Source: an optimization exercise on an open RTL-to-GDS flow (aim: small area and few clock cycles). Production flows keep margins and buffers that such runs may drop. In this exercise RTL edits were held to simulation tests only and were not proved equivalent to the original. Power is estimated from default activity; no workload was simulated.

==> wip/fjord: inputs <==
## rde
module rde (
    input  wire        clk,
    input  wire        rst,
    input  wire        cmd_valid,
    output wire        cmd_ready,
    input  wire [31:0] cmd_data,
    output wire        rsp_valid,
    input  wire        rsp_ready,
    output wire [31:0] rsp_data,
    output wire        ev_valid,
    input  wire        ev_ready,
    output wire [1:0]  ev_kind,
    output wire [7:0]  ev_seq,
    output wire [15:0] ev_unit,
    output wire        ev_drop,
    input  wire        loss_valid,
    output wire        loss_ready,
    input  wire [15:0] loss_u
);
    localparam [3:0] ST_OK        = 4'h0;
    localparam [3:0] ST_CORRECTED = 4'h1;
    localparam [3:0] ST_UNCORR    = 4'h2;
    localparam [3:0] ST_QFULL     = 4'h3;
    localparam [3:0] ST_QEMPTY    = 4'h4;
    localparam [3:0] ST_BUSY      = 4'h5;
    localparam [3:0] ST_CTRL_IGN  = 4'h6;
    localparam [3:0] ST_IDLE_IGN  = 4'h7;
    localparam [3:0] ST_ACK_DROP  = 4'h8;
    localparam [3:0] ST_ACK_BADMK = 4'h9;
    localparam [3:0] ST_ACK_NOMAT = 4'hA;
  ...
Settings: LEC_CHECK=0, CAP_MARGIN=20, CORE_MARGIN=2, CORE_UTILIZATION=40, SLEW_MARGIN=20; clock period 12.0 ns.
run.sh (not shown) runs the stock make flow with config.mk's settings and CLKGATE_MAP_FILE= SYNTH_SCRIPT=/design/flow/synth_recipe.tcl, a recipe that flattens the netlist after the stock synthesis.
==> wip/harbor (differences from wip/fjord) <==
--- a/flow/design.v
+++ b/flow/design.v
@@ -43,20 +43,21 @@
     output wire        is_data,
     output wire        is_ack,
     output wire [15:0] data_frames,
     output wire [15:0] ack_frames
 );
     wire [5:0] se = {2'b0, len[3:0]}  + {2'b0, len[11:8]};
     wire [5:0] so = {2'b0, len[7:4]}  + {2'b0, len[15:12]};
     wire       div17 = (se == so) || (se == so + 6'd17) || (so == se + 6'd17);
-    wire [15:0] w = {len[15:4] - len[11:0], len[3:0]};
+    wire [4:0] q1 = {1'b0, len[7:4]}  - {1'b0, len[3:0]};
+    wire [3:0] q2 = len[11:8] - q1[3:0] - {3'd0, q1[4]};
     assign is_data     = (len != 16'd0) && div17;
     assign is_ack      = (len != 16'd0) && !len[0];
-    assign data_frames = {w[15:8] + w[7:0], w[7:0]};
+    assign data_frames = {4'd0, q2, q1[3:0], len[3:0]};
     assign ack_frames  = {1'b0, len[15:1]};
 endmodule
 module rde (
     input  wire        clk,
     input  wire        rst,
     input  wire        cmd_valid,
     output wire        cmd_ready,
     input  wire [31:0] cmd_data,
@@ -104,17 +105,18 @@
     localparam [2:0] M_ACKS = 3'd4;     
     localparam [2:0] M_ACK1 = 3'd5;     
     reg        fsm;
     reg [4:0]  sc;           
     reg [4:0]  rxe;          
     reg [2:0]  at;           
     reg        tt;           
     reg [4:0]  err;
-    reg [7:0]  tslot [0:15];
+    reg [127:0] tring;       
+    reg [3:0]  tc;
     reg [3:0]  tf, tr;
     reg [4:0]  tsz;
     reg [15:0] ack;
     reg [7:0]  rslot [0:7];
     reg [2:0]  rf, rr;
     reg [3:0]  rsz;
     reg [2:0]  ph;
     reg [2:0]  md;
@@ -123,28 +125,31 @@
     reg [1:0]  ek;           
     reg [4:0]  u;            
     reg [4:0]  p;            
     reg        txf;          
     reg        j0;           
     reg [3:0]  st;
     reg        arq;
     reg [18:0] dat;          
-    assign cmd_ready  = (ph == P_IDLE);
-    assign rsp_valid  = (ph == P_RESP);
+    wire [3:0] t_slot  = (cmd_data[25:24] == 2'd0) ? tr + 4'd1 :
+                         cmd_data[24] ? tr : tf;
+    wire       t_wait  = cmd_valid && (cmd_data[31:26] == 6'b001000) &&
+                         (cmd_data[25:24] != 2'd1) && !cmd_data[16] && !fsm &&
+                         (t_slot != tc);
+    assign cmd_ready  = (ph == P_IDLE) && !t_wait;
     assign ev_valid   = evv;
     assign ev_kind    = ek;
     assign ev_drop    = evd;
     assign ev_unit    = {11'd0, (ek == EV_DATA) ? u : 5'd0};
-    wire [7:0] rsel_v = rslot[rf];
+    wire [2:0] rq_idx = ((ph == P_IDLE) && cmd_data[24]) ? rr : rf;
+    wire [7:0] rsel_v = rslot[rq_idx];
     wire [4:0] u_inc  = u + 5'd1;
     assign ev_seq     = (ek == EV_ACK) ? rsel_v :
                         {3'd0, (ek == EV_DATA) ? u_inc : rxe};
-    assign rsp_data   = {(st == ST_ILLEGAL) ? 8'hFF : {4'd0, st},
-                         arq ? {7'd0, fsm, 3'd0, tsz, 3'd0, dat[4:0]} : {5'd0, dat}};
     wire [7:0]  opc  = cmd_data[31:24];
     wire [7:0]  sel  = cmd_data[23:16];
     wire [15:0] opd  = cmd_data[15:0];
     wire        qsel = sel[0];
     reg legal;
     always @(*) begin
         case (opc)
             8'h00: legal = (sel == 8'd0) && (opd == 16'd0);
@@ -192,20 +197,18 @@
     wire rxq_full  = rsz[3];
     wire rxq_empty = (rsz == 4'd0);
     wire [4:0] fu       = sc - tsz;            
     wire       can_send = !tsz[4] && (sc != 5'd24);
     wire [7:0] ack_seq = opd[15:8];
     wire [4:0] ack_t   = ack_seq[4:0] - 5'd1;
     wire       qf_found = (ack_seq[7:5] == 3'd0) && (ack_seq[4:0] != 5'd0) &&
                           (ack_t >= fu) && (ack_t < sc);
-    wire       qf_dup   = ack[ack_t[3:0]];
-    wire [7:0] txq_fv = fsm ? {3'd0, fu + 5'd1} : tslot[tf];
-    wire [7:0] txq_rv = fsm ? {3'd0, sc}        : tslot[tr];
-    wire [7:0] rxq_rv = rslot[rr];
+    wire [7:0] tsel_v = tring[7:0];
+    wire [7:0] txq_v  = !fsm ? tsel_v : opc[0] ? {3'd0, sc} : {3'd0, fu + 5'd1};
     wire       ack_fires = !txq_empty && (at == 3'd5);
     wire [4:0] next_seq = (sc == 5'd24) ? 5'd1 : sc + 5'd1;
     reg [18:0] regval;
     always @(*) begin
         case (sel[4:0])
             5'h00: regval = {15'd0, 2'b11, (sc == 5'd24), fsm};
             5'h01: regval = {14'd0, err};
             5'h02: regval = {14'd0, next_seq};
@@ -222,31 +225,62 @@
             5'h0D: regval = {16'd0, rr};
             5'h0E: regval = 19'h11810;
             5'h0F: regval = 19'd8;
             5'h10: regval = 19'd24;
             5'h11: regval = 19'd16;
             default: regval = 19'd0;
         endcase
     end
-    wire retx_cand = (md == M_RETX) && (p != sc);
-    wire retx_skip = retx_cand && ack[p[3:0]];
-    wire want_retx = retx_cand && !ack[p[3:0]];
+    wire [4:0] p1      = p + 5'd1;
+    wire       ack_rd  = ack[p[3:0]];
+    wire       ack_rd1 = ack[(ph == P_RUN) ? p1[3:0] : tf_inc];
+    wire c0        = (md == M_RETX) && (p != sc);
+    wire c1        = (p1 != sc);
+    wire retx_at0  = c0 && !ack_rd;
+    wire retx_at1  = c0 && ack_rd && c1 && !ack_rd1;
+    wire retx_skip = c0 && ack_rd && c1 && ack_rd1;
+    wire want_retx = retx_at0 || retx_at1;
+    wire retx_cand = want_retx || retx_skip;
     wire want_new  = can_send && ((md == M_FILL) || (md == M_NEW1) ||
                                   ((md == M_RETX) && !retx_cand && txf));
     wire want_ack  = (md == M_ACK1) ||
                      ((md == M_ACKS) && (rsz > {3'd0, evv}));
     wire want_draw = want_retx || want_new || want_ack;
     wire ev_fire   = evv && ev_ready;
     wire e_free    = !evv || ev_ready;
     wire run_draw  = (ph == P_RUN) && want_draw && e_free;
     assign loss_ready = run_draw || (ph == P_ACKD);
     wire d_fire    = loss_ready && loss_valid;
     wire drop      = (loss_u[15:13] == 3'd0);    
-    wire next_acked = ack[tf_inc];
+    wire ackd      = (ph == P_ACKD);
+    wire slide     = (ph == P_SLIDE);
+    wire ack_dup   = (st == ST_OK) && !j0 && ack_rd;
+    wire ack_acc   = (st == ST_OK) && !ack_dup && !drop;
+    wire pop_now   = slide || (ackd && loss_valid && ack_acc && j0);
+    wire pop_more  = pop_now && (tsz != 5'd1) && ack_rd1;
+    wire fin_now   = pop_now && (tsz == 5'd1) && (sc == 5'd24);
+    wire early_rsp = (ackd && loss_valid && !pop_more) || (slide && !pop_more);
+    assign rsp_valid = (ph == P_RESP) || early_rsp;
+    wire [3:0] st_o  = !ackd ? st : drop ? ST_ACK_DROP : ack_dup ? ST_ACK_DUP : st;
+    wire [4:0] tsz_o = pop_now ? tsz - 5'd1 : tsz;
+    wire       fsm_o = fsm && !fin_now;
+    assign rsp_data  = {(st_o == ST_ILLEGAL) ? 8'hFF : {4'd0, st_o},
+                        arq ? {7'd0, fsm_o, 3'd0, tsz_o, 3'd0, dat[4:0]} : {5'd0, dat}};
+    reg t_wr;
+    always @(*) begin
+        t_wr = 1'b0;
+        if ((ph == P_IDLE) && cmd_valid && !t_wait && legal && (opc == 8'h20) && !qsel && !fsm && !txq_full)
+            t_wr = 1'b1;
+    end
+    always @(posedge clk) begin
+        tring <= {t_wr ? opd[7:0] : tring[7:0], tring[127:8]};
+        if (rst) tc <= 4'd0;
+        else     tc <= tc + 4'd1;
+    end
     always @(posedge clk) begin
         if (rst) begin
             ph   <= P_IDLE;
             fsm  <= 1'b0;
             sc   <= 5'd0;
             rxe  <= 5'd1;
             at   <= 3'd0;
             tt   <= 1'b0;
@@ -256,17 +290,17 @@
             tsz  <= 5'd0;
             ack  <= 16'd0;
             rf   <= 3'd0;
             rr   <= 3'd7;
             rsz  <= 4'd0;
             evv  <= 1'b0;
         end else begin
             case (ph)
-            P_IDLE: if (cmd_valid) begin
+            P_IDLE: if (cmd_valid && !t_wait) begin
                 st  <= ST_OK;
                 dat <= 19'd0;
                 arq <= 1'b0;
                 ph  <= P_RESP;
                 if (!legal) begin
                     err[4] <= 1'b1;
                     st     <= ST_ILLEGAL;
                 end else begin
@@ -287,17 +321,16 @@
                         if (fsm) st <= ST_BUSY;
                         else if (!qsel) begin
                             if (txq_full) begin
                                 st     <= ST_QFULL;
                                 dat    <= 19'd16;
                                 err[1] <= 1'b1;
                             end else begin
                                 tr  <= tr_inc;
-                                tslot[tr_inc] <= opd[7:0];
                                 tsz <= tsz + 5'd1;
                                 dat <= {14'd0, tsz + 5'd1};
                             end
                         end else begin
                             if (rxq_full) begin
                                 st     <= ST_QFULL;
                                 dat    <= 19'd8;
                                 err[1] <= 1'b1;
@@ -330,20 +363,18 @@
                                 dat <= {15'd0, rsz - 4'd1};
                             end
                         end
                     end
                     8'h22, 8'h23: begin
                         if (!qsel ? txq_empty : rxq_empty) begin
                             st     <= ST_QEMPTY;
                             err[2] <= 1'b1;
-                        end else if (!qsel)
-                            dat <= {11'd0, opc[0] ? txq_rv : txq_fv};
-                        else
-                            dat <= {11'd0, opc[0] ? rxq_rv : rsel_v};
+                        end else
+                            dat <= {11'd0, qsel ? rsel_v : txq_v};
                     end
                     8'h24: begin
                         if (fsm) st <= ST_BUSY;
                         else if (!qsel) begin
                             tf  <= 4'd0;
                             tr  <= 4'd15;
                             tsz <= 5'd0;
                         end else begin
@@ -406,17 +437,16 @@
                     end
                     8'h42: begin
                         arq <= 1'b1;
                         if (!fsm)
                             st <= ST_IDLE_IGN;
                         else begin
                             if (opd[7:0] != 8'h06)  st <= ST_ACK_BADMK;
                             else if (!qf_found)     st <= ST_ACK_NOMAT;
-                            else if (qf_dup)        st <= ST_ACK_DUP;
                             p  <= ack_t;
                             j0 <= (ack_t == fu);
                             ph <= P_ACKD;
                         end
                     end
                     8'h43: begin
                         arq <= 1'b1;
                         if (!fsm)
@@ -467,69 +497,56 @@
                     if (ek == EV_ACK) begin
                         rf  <= rf_inc;
                         rsz <= rsz - 4'd1;
                     end
                     if (ek == EV_ACCEPT)
                         rxe <= rxe_inc;
                 end
                 if (retx_skip)
-                    p <= p + 5'd1;
+                    p <= p1 + 5'd1;
                 if (d_fire) begin
                     evv <= 1'b1;
                     evd <= drop;
                     if (want_ack) begin
                         ek <= EV_ACK;
                         if (md == M_ACK1) md <= M_END;
                     end else if (want_retx) begin
                         ek <= EV_DATA;
-                        u  <= p;
-                        p  <= p + 5'd1;
+                        u  <= retx_at0 ? p : p1;
+                        p  <= retx_at0 ? p1 : p1 + 5'd1;
                     end else begin
                         ek  <= EV_DATA;
                         u   <= sc;
                         sc  <= sc + 5'd1;
                         tr  <= tr_inc;
                         tsz <= tsz + 5'd1;
                         if (md != M_FILL) md <= M_END;
                     end
                 end else if (ev_fire)
                     evv <= 1'b0;
                 if (!want_draw && !retx_skip && (!evv || ev_ready))
                     ph <= P_RESP;
             end
             P_ACKD: if (loss_valid) begin
-                ph <= P_RESP;
-                if (drop)
-                    st <= ST_ACK_DROP;
-                else if (st == ST_OK) begin
+                st <= st_o;
+                if (ack_acc) begin
                     at <= 3'd0;
-                    if (j0) begin
-                        tf  <= tf_inc;
-                        tsz <= tsz - 5'd1;
-                        if (tsz != 5'd1 && next_acked)
-                            ph <= P_SLIDE;
-                        else if (tsz == 5'd1 && sc == 5'd24) begin
-                            fsm <= 1'b0;
-                            tt  <= 1'b0;
-                        end
-                    end else
-                        ack[p[3:0]] <= 1'b1;
+                    if (!j0) ack[p[3:0]] <= 1'b1;
                 end
             end
-            P_SLIDE: begin
-                ack[tf] <= 1'b0;
+            P_SLIDE: ack[tf] <= 1'b0;
+            P_RESP: if (rsp_ready) ph <= P_IDLE;
+            default: ph <= P_IDLE;
+            endcase
+            if (pop_now) begin
                 tf  <= tf_inc;
                 tsz <= tsz - 5'd1;
-                if (tsz == 5'd1 || !next_acked) begin
-                    ph <= P_RESP;
-                    if (tsz == 5'd1 && sc == 5'd24) begin
-                        fsm <= 1'b0;
-                        tt  <= 1'b0;
-                    end
+                if (fin_now) begin
+                    fsm <= 1'b0;
+                    tt  <= 1'b0;
                 end
             end
-            P_RESP: if (rsp_ready) ph <= P_IDLE;
-            default: ph <= P_IDLE;
-            endcase
+            if ((ackd && loss_valid) || slide)
+                ph <= !early_rsp ? P_SLIDE : rsp_ready ? P_IDLE : P_RESP;
         end
     end
 endmodule
- ABC_AREA: default -> 1
- ABC_CLOCK_PERIOD_IN_PS: default -> 12000
- CTS_BUF_LIST: default -> sky130_fd_sc_hd__clkbuf_4
- CTS_CLUSTER_SIZE: default -> 12
==> comparison table <==
| metric | wip/harbor | wip/fjord |
|---|---|---|
| CP Data Required Time | 9600 ps | 12,190 ps |
| Status | complete, no violations | complete, no violations |
| Top Consumer | combinational cells | registers |
| Crit. Startpoint | cmd_data[24] | cmd_data[26] |
| Smallest setup slack after layout | 3590 ps | 5070 ps |
| Fin util | 46.0% | 45.0% |
| Overall die area | 44,900 sq um | 56,000 sq um |
| Initial Util | 40.3% | 40.3% |
| Worst-margin pin slew | 1100 ps | 993 ps |
| Drt via density | 5.66 | 6.34 |
| Seq cells | 301 | 311 |
| Antenna fix cells | 8 | 0 |
| Synth Area in Compound Gates | 16.3% | 14.6% |
| Xor/xnor share of the synthesized area | 3.09% | 3.62% |
| Initial antenna violation count | 4 | 1 |
| Die extent in x | 212 microns | 237 microns |
Testbench counts of wip/fjord, summed over its fixed seeds: cycles 36,554.
Testbench counts of wip/harbor, summed over its fixed seeds: cycles 33,293.


==> exp/raven: inputs <==
RTL: one of the versions met above, not the one the previous note started from.
// rde
module rde (
    input  wire        clk,
    input  wire        rst,
    input  wire        cmd_valid,
    output wire        cmd_ready,
    input  wire [31:0] cmd_data,
    output wire        rsp_valid,
    input  wire        rsp_ready,
    output wire [31:0] rsp_data,
    output wire        ev_valid,
    input  wire        ev_ready,
    output wire [1:0]  ev_kind,
    output wire [7:0]  ev_seq,
    output wire [15:0] ev_unit,
    output wire        ev_drop,
    input  wire        loss_valid,
    output wire        loss_ready,
    input  wire [15:0] loss_u
);
==> flow/config.mk <==
export PLATFORM = sky130hd
export DESIGN_NAME = rde
export DESIGN_NICKNAME = rde
export VERILOG_FILES = /design/flow/design.v
export SDC_FILE = /design/flow/constraint.sdc
export NUM_CORES = 4
export LEC_CHECK = 0
export ABC_AREA = 1
export ABC_CLOCK_PERIOD_IN_PS = 12000
export CAP_MARGIN = 20
export CORE_MARGIN = 2
export CORE_UTILIZATION = 40
export CTS_BUF_LIST = sky130_fd_sc_hd__clkbuf_8
export SLEW_MARGIN = 20
==> flow/constraint.sdc <==
create_clock -name core_clock -period 12.0 [get_ports {clk}]
set_input_delay 2.4000 -clock core_clock [delete_from_list [all_inputs] [get_ports {clk}]]
set_output_delay 2.4000 -clock core_clock [all_outputs]
set_load 0.01 [all_outputs]
==> exp/cedar (differences from exp/raven) <==
--- a/flow/design.v
+++ b/flow/design.v
@@ -114,27 +114,27 @@
     reg [3:0]  tc;
     reg [3:0]  tf, tr;
     reg [4:0]  tsz;
     reg [15:0] ack;
     reg [7:0]  rslot [0:7];
     reg [2:0]  rf, rr;
     reg [3:0]  rsz;
     reg [2:0]  ph;
-    reg [2:0]  md;
     reg        evv;          
     reg        evd;          
     reg [1:0]  ek;           
-    reg [4:0]  u;            
-    reg [4:0]  p;            
-    reg        txf;          
-    reg        j0;           
     reg [3:0]  st;
     reg        arq;
     reg [18:0] dat;          
+    wire [4:0] u = dat[9:5];     
+    wire [4:0] p = dat[14:10];   
+    wire       txf = dat[15];    
+    wire       j0  = dat[15];    
+    wire [2:0] md  = dat[18:16];
     wire [3:0] t_slot  = (cmd_data[25:24] == 2'd0) ? tr + 4'd1 :
                          cmd_data[24] ? tr : tf;
     wire       t_wait  = cmd_valid && (cmd_data[31:26] == 6'b001000) &&
                          (cmd_data[25:24] != 2'd1) && !cmd_data[16] && !fsm &&
                          (t_slot != tc);
     assign cmd_ready  = (ph == P_IDLE) && !t_wait;
     assign ev_valid   = evv;
     assign ev_kind    = ek;
@@ -405,17 +405,17 @@
                             rf  <= 3'd0;
                             rr  <= 3'd7;
                             rsz <= 4'd0;
                             at  <= 3'd0;
                             tt  <= 1'b0;
                             sc  <= 5'd0;
                             rxe <= 5'd1;
                             fsm <= 1'b1;
-                            md  <= M_FILL;
+                            dat[18:16]  <= M_FILL;
                             ph  <= P_RUN;
                         end else
                             st <= ST_CTRL_IGN;
                     end
                     8'h41: begin
                         arq <= 1'b1;
                         if (opd[7:0] != {3'd0, rxe})
                             st <= ST_RX_OOO;
@@ -426,50 +426,50 @@
                             if (rxq_full) begin
                                 st     <= ST_QFULL;
                                 err[1] <= 1'b1;
                             end else begin
                                 rr  <= rr_inc;
                                 rslot[rr_inc] <= opd[7:0];
                                 rsz <= rsz + 4'd1;
                             end
-                            md <= (rsz >= 4'd7) ? M_ACK1 : M_END;
+                            dat[18:16] <= (rsz >= 4'd7) ? M_ACK1 : M_END;
                             ph <= P_RUN;
                         end
                     end
                     8'h42: begin
                         arq <= 1'b1;
                         if (!fsm)
                             st <= ST_IDLE_IGN;
                         else begin
                             if (opd[7:0] != 8'h06)  st <= ST_ACK_BADMK;
                             else if (!qf_found)     st <= ST_ACK_NOMAT;
-                            p  <= ack_t;
-                            j0 <= (ack_t == fu);
+                            dat[14:10]  <= ack_t;
+                            dat[15] <= (ack_t == fu);
                             ph <= P_ACKD;
                         end
                     end
                     8'h43: begin
                         arq <= 1'b1;
                         if (!fsm)
                             st <= ST_IDLE_IGN;
                         else begin
                             if (ack_fires)       at <= 3'd0;
                             else if (!txq_empty) at <= at + 3'd1;
                             tt  <= !tt;
-                            txf <= tt;
-                            p   <= fu;
-                            md  <= ack_fires ? M_RETX : M_NEW1;
+                            dat[15] <= tt;
+                            dat[14:10]   <= fu;
+                            dat[18:16]  <= ack_fires ? M_RETX : M_NEW1;
                             if (ack_fires || (tt && can_send))
                                 ph <= P_RUN;
                         end
                     end
                     8'h44: begin
                         arq <= 1'b1;
-                        md  <= M_ACKS;
+                        dat[18:16]  <= M_ACKS;
                         if (!rxq_empty) ph <= P_RUN;
                     end
                     8'h45: begin
                         arq <= 1'b1;
                         tf  <= 4'd0;
                         tr  <= 4'd15;
                         tsz <= 5'd0;
                         ack <= 16'd0;
@@ -497,34 +497,34 @@
                     if (ek == EV_ACK) begin
                         rf  <= rf_inc;
                         rsz <= rsz - 4'd1;
                     end
                     if (ek == EV_ACCEPT)
                         rxe <= rxe_inc;
                 end
                 if (retx_skip)
-                    p <= p1 + 5'd1;
+                    dat[14:10] <= p1 + 5'd1;
                 if (d_fire) begin
                     evv <= 1'b1;
                     evd <= drop;
                     if (want_ack) begin
                         ek <= EV_ACK;
-                        if (md == M_ACK1) md <= M_END;
+                        if (md == M_ACK1) dat[18:16] <= M_END;
                     end else if (want_retx) begin
                         ek <= EV_DATA;
-                        u  <= retx_at0 ? p : p1;
-                        p  <= retx_at0 ? p1 : p1 + 5'd1;
+                        dat[9:5]  <= retx_at0 ? p : p1;
+                        dat[14:10]  <= retx_at0 ? p1 : p1 + 5'd1;
                     end else begin
                         ek  <= EV_DATA;
-                        u   <= sc;
+                        dat[9:5]   <= sc;
                         sc  <= sc + 5'd1;
                         tr  <= tr_inc;
                         tsz <= tsz + 5'd1;
-                        if (md != M_FILL) md <= M_END;
+                        if (md != M_FILL) dat[18:16] <= M_END;
                     end
                 end else if (ev_fire)
                     evv <= 1'b0;
                 if (!want_draw && !retx_skip && (!evv || ev_ready))
                     ph <= P_RESP;
             end
             P_ACKD: if (loss_valid) begin
                 st <= st_o;
==> flow/flow/run.sh (new file) <==
#!/bin/bash
# Layout flow: the standard ORFS flow (standard.sh) with three changes.
#  1. Synthesis is the standard flow's (synth_recipe.tcl sourcing ORFS's synth.tcl), except
#     that ABC maps the combinational logic with the area-oriented script
#     flow/abc_area.script.  Registers are mapped before ABC, as in the
#     standard synthesis, so they come out the same.
#  2. Port buffers use the smallest buffer cell.
#  3. CTS inserts no dummy loads and uses sink clusters of up to 24.
# Each tool's output is in standard.log and ORFS's logs under orfs/logs.
set -euo pipefail
here=$(pwd)
abc=$here/flow/abc_area.script

sed "s|^  log_cmd abc {\*}\$abc_args\$|  set abc_args [lreplace \$abc_args 1 1 $abc]\n  log_cmd abc {*}\$abc_args|" \
  "$FLOW_HOME/scripts/synth.tcl" > "$here/synth_body.tcl"
grep -q "lreplace \$abc_args 1 1 $abc" "$here/synth_body.tcl"
sed "s|^source \$::env(SCRIPTS_DIR)/synth.tcl\$|source $here/synth_body.tcl|" \
  synth_recipe.tcl > "$here/my_synth.tcl"
grep -q "source $here/synth_body.tcl" "$here/my_synth.tcl"

bash standard.sh \
  SYNTH_SCRIPT="$here/my_synth.tcl" \
  BUFFER_PORTS_ARGS="-buffer_cell sky130_fd_sc_hd__buf_1" \
  CTS_ARGS="-sink_clustering_enable -repair_clock_nets -dont_use_dummy_load -sink_clustering_size 24 -sink_clustering_max_diameter 70" \
  finish > standard.log 2>&1
==> flow/flow/abc_area.script (new file) <==
strash
&get -n
&fraig -x
&put
scorr
dc2
strash
&get -n
&st
&syn2
&dch -f
&nf -R 1000 -p -C 32 -F 8
&put
==> flow/standard.sh (new file) <==
#!/bin/bash
# synth_recipe.tcl (not shown) runs the flow's synth.tcl, then flattens the netlist and writes it again
# the make line also repeats each setting of config.mk as NAME=value (left out here)
make -C /OpenROAD-flow-scripts/flow DESIGN_CONFIG=/design/flow/config.mk WORK_HOME=/design/flow/orfs CLKGATE_MAP_FILE= SYNTH_SCRIPT=/design/flow/synth_recipe.tcl "${@:-finish}"
CORE_UTILIZATION = 65   (was 40)
CTS_BUF_LIST = default   (was sky130_fd_sc_hd__clkbuf_8)
removed: flow/run.sh
==> exp/willow (differences from exp/raven) <==
--- a/flow/design.v
+++ b/flow/design.v
@@ -114,27 +114,27 @@
     reg [3:0]  tc;
     reg [3:0]  tf, tr;
     reg [4:0]  tsz;
     reg [15:0] ack;
     reg [7:0]  rslot [0:7];
     reg [2:0]  rf, rr;
     reg [3:0]  rsz;
     reg [2:0]  ph;
-    reg [2:0]  md;
     reg        evv;          
     reg        evd;          
     reg [1:0]  ek;           
-    reg [4:0]  u;            
-    reg [4:0]  p;            
-    reg        txf;          
-    reg        j0;           
     reg [3:0]  st;
     reg        arq;
     reg [18:0] dat;          
+    wire [4:0] u = dat[9:5];     
+    wire [4:0] p = dat[14:10];   
+    wire       txf = dat[15];    
+    wire       j0  = dat[15];    
+    wire [2:0] md  = dat[18:16];
     wire [3:0] t_slot  = (cmd_data[25:24] == 2'd0) ? tr + 4'd1 :
                          cmd_data[24] ? tr : tf;
     wire       t_wait  = cmd_valid && (cmd_data[31:26] == 6'b001000) &&
                          (cmd_data[25:24] != 2'd1) && !cmd_data[16] && !fsm &&
                          (t_slot != tc);
     assign cmd_ready  = (ph == P_IDLE) && !t_wait;
     assign ev_valid   = evv;
     assign ev_kind    = ek;
@@ -405,17 +405,17 @@
                             rf  <= 3'd0;
                             rr  <= 3'd7;
                             rsz <= 4'd0;
                             at  <= 3'd0;
                             tt  <= 1'b0;
                             sc  <= 5'd0;
                             rxe <= 5'd1;
                             fsm <= 1'b1;
-                            md  <= M_FILL;
+                            dat[18:16]  <= M_FILL;
                             ph  <= P_RUN;
                         end else
                             st <= ST_CTRL_IGN;
                     end
                     8'h41: begin
                         arq <= 1'b1;
                         if (opd[7:0] != {3'd0, rxe})
                             st <= ST_RX_OOO;
@@ -426,50 +426,50 @@
                             if (rxq_full) begin
                                 st     <= ST_QFULL;
                                 err[1] <= 1'b1;
                             end else begin
                                 rr  <= rr_inc;
                                 rslot[rr_inc] <= opd[7:0];
                                 rsz <= rsz + 4'd1;
                             end
-                            md <= (rsz >= 4'd7) ? M_ACK1 : M_END;
+                            dat[18:16] <= (rsz >= 4'd7) ? M_ACK1 : M_END;
                             ph <= P_RUN;
                         end
                     end
                     8'h42: begin
                         arq <= 1'b1;
                         if (!fsm)
                             st <= ST_IDLE_IGN;
                         else begin
                             if (opd[7:0] != 8'h06)  st <= ST_ACK_BADMK;
                             else if (!qf_found)     st <= ST_ACK_NOMAT;
-                            p  <= ack_t;
-                            j0 <= (ack_t == fu);
+                            dat[14:10]  <= ack_t;
+                            dat[15] <= (ack_t == fu);
                             ph <= P_ACKD;
                         end
                     end
                     8'h43: begin
                         arq <= 1'b1;
                         if (!fsm)
                             st <= ST_IDLE_IGN;
                         else begin
                             if (ack_fires)       at <= 3'd0;
                             else if (!txq_empty) at <= at + 3'd1;
                             tt  <= !tt;
-                            txf <= tt;
-                            p   <= fu;
-                            md  <= ack_fires ? M_RETX : M_NEW1;
+                            dat[15] <= tt;
+                            dat[14:10]   <= fu;
+                            dat[18:16]  <= ack_fires ? M_RETX : M_NEW1;
                             if (ack_fires || (tt && can_send))
                                 ph <= P_RUN;
                         end
                     end
                     8'h44: begin
                         arq <= 1'b1;
-                        md  <= M_ACKS;
+                        dat[18:16]  <= M_ACKS;
                         if (!rxq_empty) ph <= P_RUN;
                     end
                     8'h45: begin
                         arq <= 1'b1;
                         tf  <= 4'd0;
                         tr  <= 4'd15;
                         tsz <= 5'd0;
                         ack <= 16'd0;
@@ -497,34 +497,34 @@
                     if (ek == EV_ACK) begin
                         rf  <= rf_inc;
                         rsz <= rsz - 4'd1;
                     end
                     if (ek == EV_ACCEPT)
                         rxe <= rxe_inc;
                 end
                 if (retx_skip)
-                    p <= p1 + 5'd1;
+                    dat[14:10] <= p1 + 5'd1;
                 if (d_fire) begin
                     evv <= 1'b1;
                     evd <= drop;
                     if (want_ack) begin
                         ek <= EV_ACK;
-                        if (md == M_ACK1) md <= M_END;
+                        if (md == M_ACK1) dat[18:16] <= M_END;
                     end else if (want_retx) begin
                         ek <= EV_DATA;
-                        u  <= retx_at0 ? p : p1;
-                        p  <= retx_at0 ? p1 : p1 + 5'd1;
+                        dat[9:5]  <= retx_at0 ? p : p1;
+                        dat[14:10]  <= retx_at0 ? p1 : p1 + 5'd1;
                     end else begin
                         ek  <= EV_DATA;
-                        u   <= sc;
+                        dat[9:5]   <= sc;
                         sc  <= sc + 5'd1;
                         tr  <= tr_inc;
                         tsz <= tsz + 5'd1;
-                        if (md != M_FILL) md <= M_END;
+                        if (md != M_FILL) dat[18:16] <= M_END;
                     end
                 end else if (ev_fire)
                     evv <= 1'b0;
                 if (!want_draw && !retx_skip && (!evv || ev_ready))
                     ph <= P_RESP;
             end
             P_ACKD: if (loss_valid) begin
                 st <= st_o;
CTS_BUF_LIST = default   (was sky130_fd_sc_hd__clkbuf_8)
==> out/metrics.yaml <==
yosys:
  synth_area_leaders: "dfxtp_1, edfxtp_1, nand2_1, nor2_1, inv_1"
  postSynthCellCount: 2239
  synth_compound_area_share_pct: 16.33
  synth.top_cells.by_count: "nand2_1, nor2_1, inv_1"
  synth_cell_type_count: 65
power:
  p_comb_share_pct: 42.0
  power_frac_seq_pct: 31.6
  p_per_area_nw_per_um2: 198.9
  p_clk_mw: 1.04
  ir_drop_uv: 118.9
critical_path:
  startpoint: "cmd_data[24]"
  crit_path_end: "ev_seq[0]"
  crit_type: "in -> out"
  r2r_start: "p[0]$_DFFE_PP_"
drt:
  drt_iter0_drc: 2089
  via_per_inst: 5.689
  wl_met1_um: 29990
run_status:
  status: "finished clean"
timing:
  worst_pin_slew_ns: 1.043
placed_design:
  placed_area_um2: 18650
  post-place-cells: 2861
clock_network:
  clk_latency_ns: 0.68
That was exp/raven.
==> out/metrics.yaml <==
drt:
  wl_met1_um: 28950
  drt_iter0_drc: 1744
  via_per_inst: 5.684
yosys:
  synth_area_leaders: "dfxtp_1, edfxtp_1, nand2_1, nor2_1, inv_1"
  postSynthCellCount: 2259
  synth_cell_type_count: 71
  synth_compound_area_share_pct: 15.29
  synth.top_cells.by_count: "nand2_1, nor2_1, inv_1"
power:
  p_clk_mw: 1.04
  p_per_area_nw_per_um2: 127.7
  ir_drop_uv: 227.9
critical_path:
  crit_type: "in -> out"
  crit_path_end: "ev_seq[1]"
  r2r_start: "dat[10]$_DFFE_PP_"
  startpoint: "cmd_data[24]"
clock_network:
  clk_latency_ns: 0.56
final_layout:
  multi_input_area_um2: 8818
run_status:
  status: "finished clean"
placed_design:
  post-place-cells: 2824
timing:
  worst_pin_slew_ns: 0.9459
That was exp/willow.
==> out/metrics.yaml <==
placed_design:
  post-place-cells: 2016
  placed_area_um2: 16020
power:
  p_comb_share_pct: 15.5
  power_frac_seq_pct: 53.8
  p_per_area_nw_per_um2: 115.3
  ir_drop_uv: 162.4
yosys:
  postSynthCellCount: 1595
critical_path:
  crit_path_end: "dat[4]$_DFFE_PP_"
drt:
  via_per_inst: 7.174
  wl_met1_um: 20610
run_status:
  status: "finished clean"
That was exp/cedar.
Testbench counts of exp/raven, summed over its fixed seeds: cycles 33,293.
Testbench counts of exp/cedar, summed over its fixed seeds: cycles 33,293.
Testbench counts of exp/willow, summed over its fixed seeds: cycles 33,293.

## separate check: timing with driven ports
Ports are ideal in the flow. The routed layouts listed here were re-timed in OpenROAD.
Step 1, drivers: a clkbuf_16 drives clk and a buf_2 each remaining input, both assumed.
Step 2 adds t to the input delays and takes it off the output delays; t is the mean of the earliest and latest rising clock arrival at the registers after step 1. Input paths then give back, and output paths get back, about the clock's delay inside the block.
Three values: ideal, step 1, step 2; two values: the first two.
run | t (ns) | slack for setup (ns) | slew at the worst register clock pin (ns)
wip/fjord | 0.623 | 5.074 / 5.109 / 4.486 | 0.08 / 0.08
wip/harbor | 0.885 | 3.590 / 3.565 / 3.565 | 0.08 / 0.08
exp/raven | 0.705 | 3.578 / 3.553 / 3.553 | 0.08 / 0.08
exp/cedar | 0.556 | 3.384 / 3.406 / 2.850 | 0.11 / 0.11
exp/willow | 0.593 | 3.737 / 3.713 / 3.713 | 0.07 / 0.07
After both steps setup and hold are still met in every run listed. For wip/fjord, which loses most, drivers alone change the setup slack by +0.035 ns; drivers and shift together by -0.588 ns.
